This design comes from an exercise in tuning for small area, a short achievable clock period and few clock cycles on the open sky130 flow, not from production work.
No activity file was given, so power comes from the tool's default toggle rates.

==> run R <==
==> flow/design.v (excerpt) <==
module sidc (
    input  wire        clk,
    input  wire        rst,       
    input  wire        req,
    input  wire        we,
    input  wire        wide,      
    input  wire [10:0] addr,
    input  wire [31:0] wdata,
    output reg         ack,
    output reg         err,
    output reg  [31:0] rdata
);
clock: 10.0 ns
lec_check: 0
cap_margin: 20
core_margin: 2
core_utilization: 40
cts_buf_list: sky130_fd_sc_hd__clkbuf_8
cts_cluster_diameter: 100
cts_cluster_size: 12
place_density: 0.5
setup_slack_margin: 4.5
slew_margin: 20
standard.sh (not shown) runs the stock make flow with config.mk's settings and CLKGATE_MAP_FILE= SYNTH_SCRIPT=/design/flow/synth_recipe.tcl, a recipe that flattens the netlist after the stock synthesis.
==> flow/flow/run.sh <==
#!/bin/bash
# Own layout flow: the standard ORFS flow (standard.sh) unchanged, except
# that the buffers ORFS puts on the input and output ports are buf_4 cells
# (buffer_ports otherwise picks slow delay cells such as clkdlybuf4s50_1).
set -euo pipefail
export BUFFER_PORTS_ARGS="-buffer_cell sky130_fd_sc_hd__buf_4"
bash standard.sh > standard.log 2>&1
==> run B: changes against run R <==
--- a/flow/design.v
+++ b/flow/design.v
@@ -199,14 +199,21 @@
     reg [31:0] img_crc;           
     reg [31:0] buf_crc;           
     reg        pend_v, pend_buf;  
     reg [7:0]  pend_o, pend_n;    
     reg [31:0] pend_w;            
     reg [6:0]  boff;              
     reg [2:0]  mc_cnt;            
+    reg        mc_date;           
+    reg        wq_v, wq_buf;      
+    reg [6:0]  wq_pos;
+    reg [7:0]  wq_data;
+    reg        pv, pw, pe;
+    reg [10:0] pa;
+    reg [31:0] pc;
     wire [7:0] off   = addr[7:0];
     wire in_ctrl  = (addr[10:8] == 3'b000);
     wire in_field = (addr[10:8] == 3'b010) && (off < SPAN);
     wire in_buf   = (addr[10:8] == 3'b100) && (off < TOTAL);
     reg ctrl_readable, ctrl_writable;
     always @* begin
         ctrl_readable = 1'b0;
@@ -217,18 +224,17 @@
                    ctrl_readable = 1'b1;
             8'h10, 8'h18, 8'h20, 8'h40, 8'h44, 8'h48, 8'h4C, 8'h50, 8'h54:
                    begin ctrl_readable = 1'b1; ctrl_writable = 1'b1; end
             default: ;
         endcase
     end
     wire field_rsv = (off >= 24) && (off < 24 + RSV);
-    wire ctrl_ok   = in_ctrl && wide && (we ? ctrl_writable : ctrl_readable);
-    wire field_ok  = in_field && !wide && !(we && field_rsv);
-    wire buf_ok    = in_buf && !wide;
-    wire legal     = ctrl_ok || field_ok || buf_ok;
+    wire legal_w   = (in_ctrl && wide && ctrl_writable) || (in_field && !wide && !field_rsv) ||
+                     (in_buf && !wide);
+    wire legal_r   = (in_ctrl && wide && ctrl_readable) || ((in_field || in_buf) && !wide);
     wire [7:0] op  = wdata[7:0];
     wire [7:0] arg = wdata[15:8];
     reg op_known, op_has_arg;
     always @* begin
         op_known   = 1'b1;
         op_has_arg = 1'b0;
         case (op)
@@ -236,41 +242,45 @@
             OP_BUF_RESET, OP_REC_DECODE, OP_REC_ENCODE, OP_REC_ZERO, OP_REC_TAG,
             OP_REC_STAMP, OP_REC_VERIFY: ;
             OP_CRC_BYTE, OP_BUF_PUSH: op_has_arg = 1'b1;
             default: op_known = 1'b0;
         endcase
     end
     wire cmd_legal = (wdata[31:16] == 16'd0) && op_known && (op_has_arg || arg == 8'd0);
-    wire do_write  = req && legal && we;
+    wire mc_busy   = (mc_cnt != 3'd0);
+    wire busy      = mc_busy || wq_v;
+    wire act       = req && !busy;                
+    wire do_write  = act && we && legal_w;
     wire do_cmd    = do_write && in_ctrl && (off == 8'h00);
     wire do_exec   = do_cmd && cmd_legal;
-    wire wr_field  = do_write && !in_ctrl && !addr[10] && !run;
-    wire wr_buf    = do_write && addr[10] && !run;
-    wire x_date    = do_exec && (op == OP_DATE_ENC);
-    wire x_tag     = do_exec && (op == OP_REC_TAG);
+    wire h_wr      = do_write && (addr[10] || addr[9]);   
+    wire h_post    = h_wr && run;                 
+    wire       e_v   = wq_v || (h_wr && !run);
+    wire       e_buf = wq_v ? wq_buf  : addr[10];
+    wire [6:0] e_pos = wq_v ? wq_pos  : off[6:0];
+    wire [7:0] e_dat = wq_v ? wq_data : wdata[7:0];
+    wire wr_field  = e_v && !e_buf;
+    wire wr_buf    = e_v && e_buf;
+    wire sel_host  = wq_v || (!busy && (addr[10] || addr[9]));    
+    wire x_mc      = do_exec && (op == OP_DATE_ENC || op == OP_REC_TAG);
     wire x_push    = do_exec && (op == OP_BUF_PUSH);
     wire x_dec     = do_exec && (op == OP_REC_DECODE) && (len == TOTAL);
     wire x_enc     = do_exec && (op == OP_REC_ENCODE);
     wire x_zero    = do_exec && (op == OP_REC_ZERO);
     wire x_soft    = do_exec && (op == OP_SOFT_RESET);
-    wire mc_op     = x_date || x_tag;
-    wire mc_cmd    = req && we && wide && (addr == 11'd0) && (op == OP_DATE_ENC || op == OP_REC_TAG);
-    wire mc_last   = (mc_cnt == (op[4] ? 3'd3 : 3'd5));
-    reg [10:0] pa;
-    reg        pv, pw;
-    reg [31:0] pc;
+    wire mc_wr     = x_mc || mc_busy;             
+    wire mc_isdate = mc_busy ? mc_date : !op[4];  
+    wire mc_last   = (mc_cnt == (mc_isdate ? 3'd5 : 3'd3));
     wire pa_byte = pa[10] || pa[9];
-    wire run     = pv && pa_byte;
-    wire bwr     = we && !wide && !addr[8] && (addr[10] ^ addr[9]);
+    wire run     = pv && pa_byte;                 
     wire hit     = pv && (addr == pa) && (wide == pw);
-    wire [6:0] ridx = run ? pa[6:0] + 7'd1 : off[6:0];
-    wire       rbuf = run ? pa[10] : addr[10];
     always @* begin
-        ack = req && !(mc_cmd && !mc_last) && (we || hit) && !(bwr && run);
-        err = !legal;
+        ack   = req && !busy && (we || hit);
+        err   = we ? !legal_w : pe;
+        rdata = pc;
     end
     reg [31:0] ctrl_val;
     always @* begin
         case (off[6:2])
             5'h01: ctrl_val = {26'd0, st_acc_err, st_cmd_err, 1'b0,
                                st_crc_mismatch, st_crc_ok, st_format_err};
             5'h02: ctrl_val = {29'd0, err_code};
@@ -286,38 +296,40 @@
             5'h12: ctrl_val = {24'd0, cal_day};
             5'h13: ctrl_val = {24'd0, cal_hour};
             5'h14: ctrl_val = {24'd0, cal_minute};
             5'h15: ctrl_val = {24'd0, cal_second};
             default: ctrl_val = 32'd0;
         endcase
     end
+    wire       rreg = run || wq_v;
+    wire [6:0] ridx = rreg ? (run ? pa[6:0] + 7'd1 : wq_pos) : off[6:0];
+    wire       rbuf = rreg ? (run ? pa[10] : wq_buf) : addr[10];
     integer i;
     reg [7:0] byte_rd;
     reg       rsel, rhit;
     always @* begin
         byte_rd = 8'd0;
         for (i = 0; i < SPAN; i = i + 1) begin
             rsel = rbuf ? by[i] : fy[i];
             rhit = (ridx == i);
             byte_rd = byte_rd | ({8{rhit && !rsel}} & px[8*i +: 8])
                               | ({8{rhit &&  rsel}} & py[8*i +: 8]);
         end
         for (i = SPAN; i < TOTAL; i = i + 1)
             byte_rd = byte_rd | ({8{rbuf && ridx == i}} & tl[8*(i-SPAN) +: 8]);
     end
+    wire [7:0] pa_nx  = {pa[7], pa[6:0] + 7'd1};
+    wire       pe_nx  = pw || (pa[10] ? (pa_nx >= TOTAL) : (pa_nx >= SPAN));
     function [7:0] fbb(input integer k);
         fbb = fy[k] ? py[8*k +: 8] : px[8*k +: 8];
     endfunction
-    always @* begin
-        rdata = pc;
-    end
-    wire [7:0] bpos    = {1'b0, off[6:0]} + {1'b0, boff};    
     wire [31:0] corr;
     sidc_gfmul u_fix (.delta(pend_o ^ pend_n), .w(pend_w), .corr(corr));
-    wire [6:0]  wr_pos = (addr[10] || addr[9]) ? (addr[10] ? bpos[6:0] : off[6:0]) : mc_pos;
+    wire [7:0]  bpos   = {1'b0, e_pos} + {1'b0, boff};    
+    wire [6:0]  wr_pos = sel_host ? (e_buf ? bpos[6:0] : e_pos) : mc_pos;
     wire [31:0] wr_w;
     sidc_crcrom u_rom (.pos(wr_pos), .w(wr_w));
     wire [31:0] img_eff = img_crc ^ ((pend_v && !pend_buf) ? corr : 32'd0);
     wire [31:0] buf_eff = buf_crc ^ ((pend_v &&  pend_buf) ? corr : 32'd0);
     wire [31:0] crc_b;
     sidc_crc8 u_crc_byte (.acc_in(op[5] ? buf_eff : crc_acc), .d(arg), .acc_out(crc_b));
     wire [31:0] crc_w1, crc_w2, crc_w3, crc_w4;
@@ -342,15 +354,15 @@
             ystep = {ystep[6:0], ybits[j]};
             if (ystep >= 8'd100) ystep = ystep - 8'd100;
         end
     end
     reg [7:0] mc_val, mc_old;
     reg [6:0] mc_pos;
     always @* begin
-        if (!op[4]) begin    
+        if (mc_isdate) begin
             case (mc_cnt)
                 3'd0:    begin mc_pos = DATE_OFF+1; mc_val = cal_month;  mc_old = fbb(DATE_OFF+1); end
                 3'd1:    begin mc_pos = DATE_OFF+2; mc_val = cal_day;    mc_old = fbb(DATE_OFF+2); end
                 3'd2:    begin mc_pos = DATE_OFF+3; mc_val = cal_hour;   mc_old = fbb(DATE_OFF+3); end
                 3'd3:    begin mc_pos = DATE_OFF+4; mc_val = cal_minute; mc_old = fbb(DATE_OFF+4); end
                 3'd4:    begin mc_pos = DATE_OFF+5; mc_val = cal_second; mc_old = fbb(DATE_OFF+5); end
                 default: begin mc_pos = DATE_OFF+0; mc_val = {1'b0, ymod}; mc_old = fbb(DATE_OFF+0); end
@@ -363,23 +375,23 @@
                 2'd2:    begin mc_val = TAG_LIT[15:8];  mc_old = fbb(2); end
                 default: begin mc_val = TAG_LIT[7:0];   mc_old = fbb(3); end
             endcase
         end
     end
     wire       fb_all  = rst || x_soft || x_zero;    
     wire       bf_push = !rst && x_push && len < TOTAL;
-    wire [7:0] wbus    = rst ? 8'd0 : (addr[10] || addr[9]) ? wdata[7:0] :
+    wire [7:0] wbus    = rst ? 8'd0 : mc_busy ? mc_val : sel_host ? e_dat :
                          !op[5] ? 8'd0 : !op[4] ? mc_val : !op[2] ? arg : op[0] ? mc_val : 8'd0;
     wire       x_enc_r = !rst && x_enc;
     wire       x_dec_r = !rst && x_dec;
     reg fw, bw, bys;
     always @(posedge clk) begin
         for (i = 0; i < SPAN; i = i + 1) begin
-            fw  = fb_all || (wr_field && off[6:0] == i) || (mc_op && mc_pos == i);
-            bw  = (wr_buf && off[6:0] == i) || (bf_push && len[6:0] == i);
+            fw  = fb_all || (wr_field && e_pos == i) || (mc_wr && mc_pos == i);
+            bw  = (wr_buf && e_pos == i) || (bf_push && len[6:0] == i);
             bys = by[i] && !rst;
             if ((fw && bys) || (bw && fy[i]))
                 px[8*i +: 8] <= wbus;
             if ((fw && !bys) || (bw && !fy[i]))
                 py[8*i +: 8] <= wbus;
             if (fw)
                 fy[i] <= !bys;
@@ -391,15 +403,15 @@
                 by[i] <= !fy[i];
             else if (x_enc_r)
                 by[i] <= fy[i];
         end
         for (i = SPAN; i < TOTAL; i = i + 1) begin
             if (x_enc_r)
                 tl[8*(i-SPAN) +: 8] <= checksum[8*(TOTAL-1-i) +: 8];
-            else if ((wr_buf && off[6:0] == i) || (bf_push && len[6:0] == i))
+            else if ((wr_buf && e_pos == i) || (bf_push && len[6:0] == i))
                 tl[8*(i-SPAN) +: 8] <= wbus;
         end
     end
     wire       img_ok  = (((pend_v && !pend_buf) ? corr : 32'd0) == (img_crc ^ ~checksum));    
     always @(posedge clk) begin
         if (rst) begin
             len             <= 16'd0;
@@ -418,48 +430,65 @@
             st_cmd_err      <= 1'b0;
             st_acc_err      <= 1'b0;
             err_code        <= 3'd0;
             img_crc         <= ZERO_CRC;
             buf_crc         <= 32'hFFFFFFFF;
             pend_v          <= 1'b0;
             pend_buf        <= 1'b0;
+            wq_v            <= 1'b0;
             boff            <= SPAN[6:0];
             mc_cnt          <= 3'd0;
+            mc_date         <= 1'b0;
             pv              <= 1'b0;
         end else begin
-            if (req && !we) begin
+            if (act && !we) begin
                 if (hit) begin
                     if (pa_byte) begin
                         pc      <= {24'd0, byte_rd};
+                        pe      <= pe_nx;
                         pa[6:0] <= pa[6:0] + 7'd1;
                     end else
                         pv      <= 1'b0;
-                end else if (!(run && (addr[10] || addr[9]))) begin
+                end else if (!(pv && pa_byte && (addr[10] || addr[9]))) begin
                     pc <= (addr[10] || addr[9]) ? {24'd0, byte_rd} : ctrl_val;
+                    pe <= !legal_r;
                     pa <= addr;
                     pw <= wide;
                     pv <= 1'b1;
                 end else
                     pv <= 1'b0;
-            end else if (req && we)
+            end else if (act || busy)
                 pv <= 1'b0;
-            if (mc_cmd)
-                mc_cnt <= mc_last ? 3'd0 : mc_cnt + 3'd1;
-            if (mc_cmd && mc_cnt != 3'd5)
+            wq_v <= h_post;
+            if (h_post) begin
+                wq_buf  <= addr[10];
+                wq_pos  <= off[6:0];
+                wq_data <= wdata[7:0];
+            end
+            if (x_mc) begin
+                mc_cnt  <= 3'd1;
+                mc_date <= !op[4];
+            end else if (mc_busy)
+                mc_cnt  <= mc_last ? 3'd0 : mc_cnt + 3'd1;
+            if (mc_wr && mc_cnt != 3'd5)
                 ymod <= ystep[6:0];
             img_crc <= img_eff;
             buf_crc <= buf_eff;
             pend_v  <= 1'b0;
-            if (mc_op || wr_field || (wr_buf && bpos < SPAN))
+            if (mc_wr || wr_field || (wr_buf && bpos < SPAN))
                 pend_v    <= 1'b1;
-            pend_buf <= addr[10];
+            pend_buf <= sel_host && e_buf;
             pend_w   <= wr_w;
-            pend_o   <= (addr[10] || addr[9]) ? byte_rd : mc_old;
-            pend_n   <= (addr[10] || addr[9]) ? wdata[7:0] : mc_val;
-            if (req && !legal) begin
+            pend_o   <= sel_host ? byte_rd : mc_old;
+            pend_n   <= sel_host ? e_dat : mc_val;
+            if (act && !we && hit && pe) begin
+                st_acc_err <= 1'b1;
+                err_code   <= 3'd4;
+            end
+            if (act && we && !legal_w) begin
                 st_acc_err <= 1'b1;
                 err_code   <= 3'd4;
             end else if (do_write && in_ctrl) begin
                 case (off)
                     8'h10: din        <= wdata;
                     8'h18: crc_acc    <= wdata;
                     8'h20: checksum   <= wdata;
==> comparison table <==
Cell variety after synth: run R 107; run B 91
Total via count in the routed design: run R 126300; run B 119700
Seq. pwr: run R 11.7 mW; run B 12.3 mW
Stage delay of the slowest cell on the critical path: run R 1.00 ns; run B 0.74 ns
Reg2reg setup slack: run R 3.96 ns; run B 4.15 ns
Storage cell area: run R 69480 um2; run B 70030 um2
Non-clk buf share: run R 6.094%; run B 4.816%
Met2 wirelength from detailed routing: run R 341800 um; run B 311900 um
Wire length of the first global-routing pass: run R 1164000 um; run B 1069000 um
DR iter-0 viols: run R 30800; run B 27140
Hold Startpoint: run R st_acc_err; run B st_cmd_err
Run status: run R finished with violations; run B finished with violations
Violated checks: run R antenna rules; run B slew limit
Routed length on met3: run R 180500 um; run B 155700 um
CTS buffer count: run R 229; run B 231
Terminating pin of the worst hold path: run R st_acc_err; run B st_cmd_err
Multi-input combinational gate total: run R 7348; run B 7550
No run of this note included a check of the RTL's function; only the layout flow was run.

## re-timing with driven ports
The results above use ideal ports. As a check the final layouts listed here were re-extracted and re-timed, cells and wires unchanged. Step 1: set_driving_cell puts a clkbuf_16 on clk and a buf_2 on each other input, an assumption about the parent block. Step 2, shift: input delay + t, output delay - t, t = (earliest + latest rising clock arrival at the registers) / 2. This alone moves slack from input paths to output paths. Slacks: ideal / step 1 / step 2; pairs: ideal / step 1.
| run | t (ns) | slack for setup (ns) | hold slack, ns | clock arrival spread, ns |
|---|---|---|---|---|
| run R | 1.274 | 3.909 / 3.905 / 2.632 | 0.488 / 0.488 / 0.488 | 0.158 / 0.157 |
| run B | 1.253 | 4.045 / 4.075 / 2.822 | 0.507 / 0.507 / 0.507 | 0.125 / 0.124 |
The setup slack of run R, which loses most, moves by -0.004 ns with the drivers and by -1.277 ns with both steps.
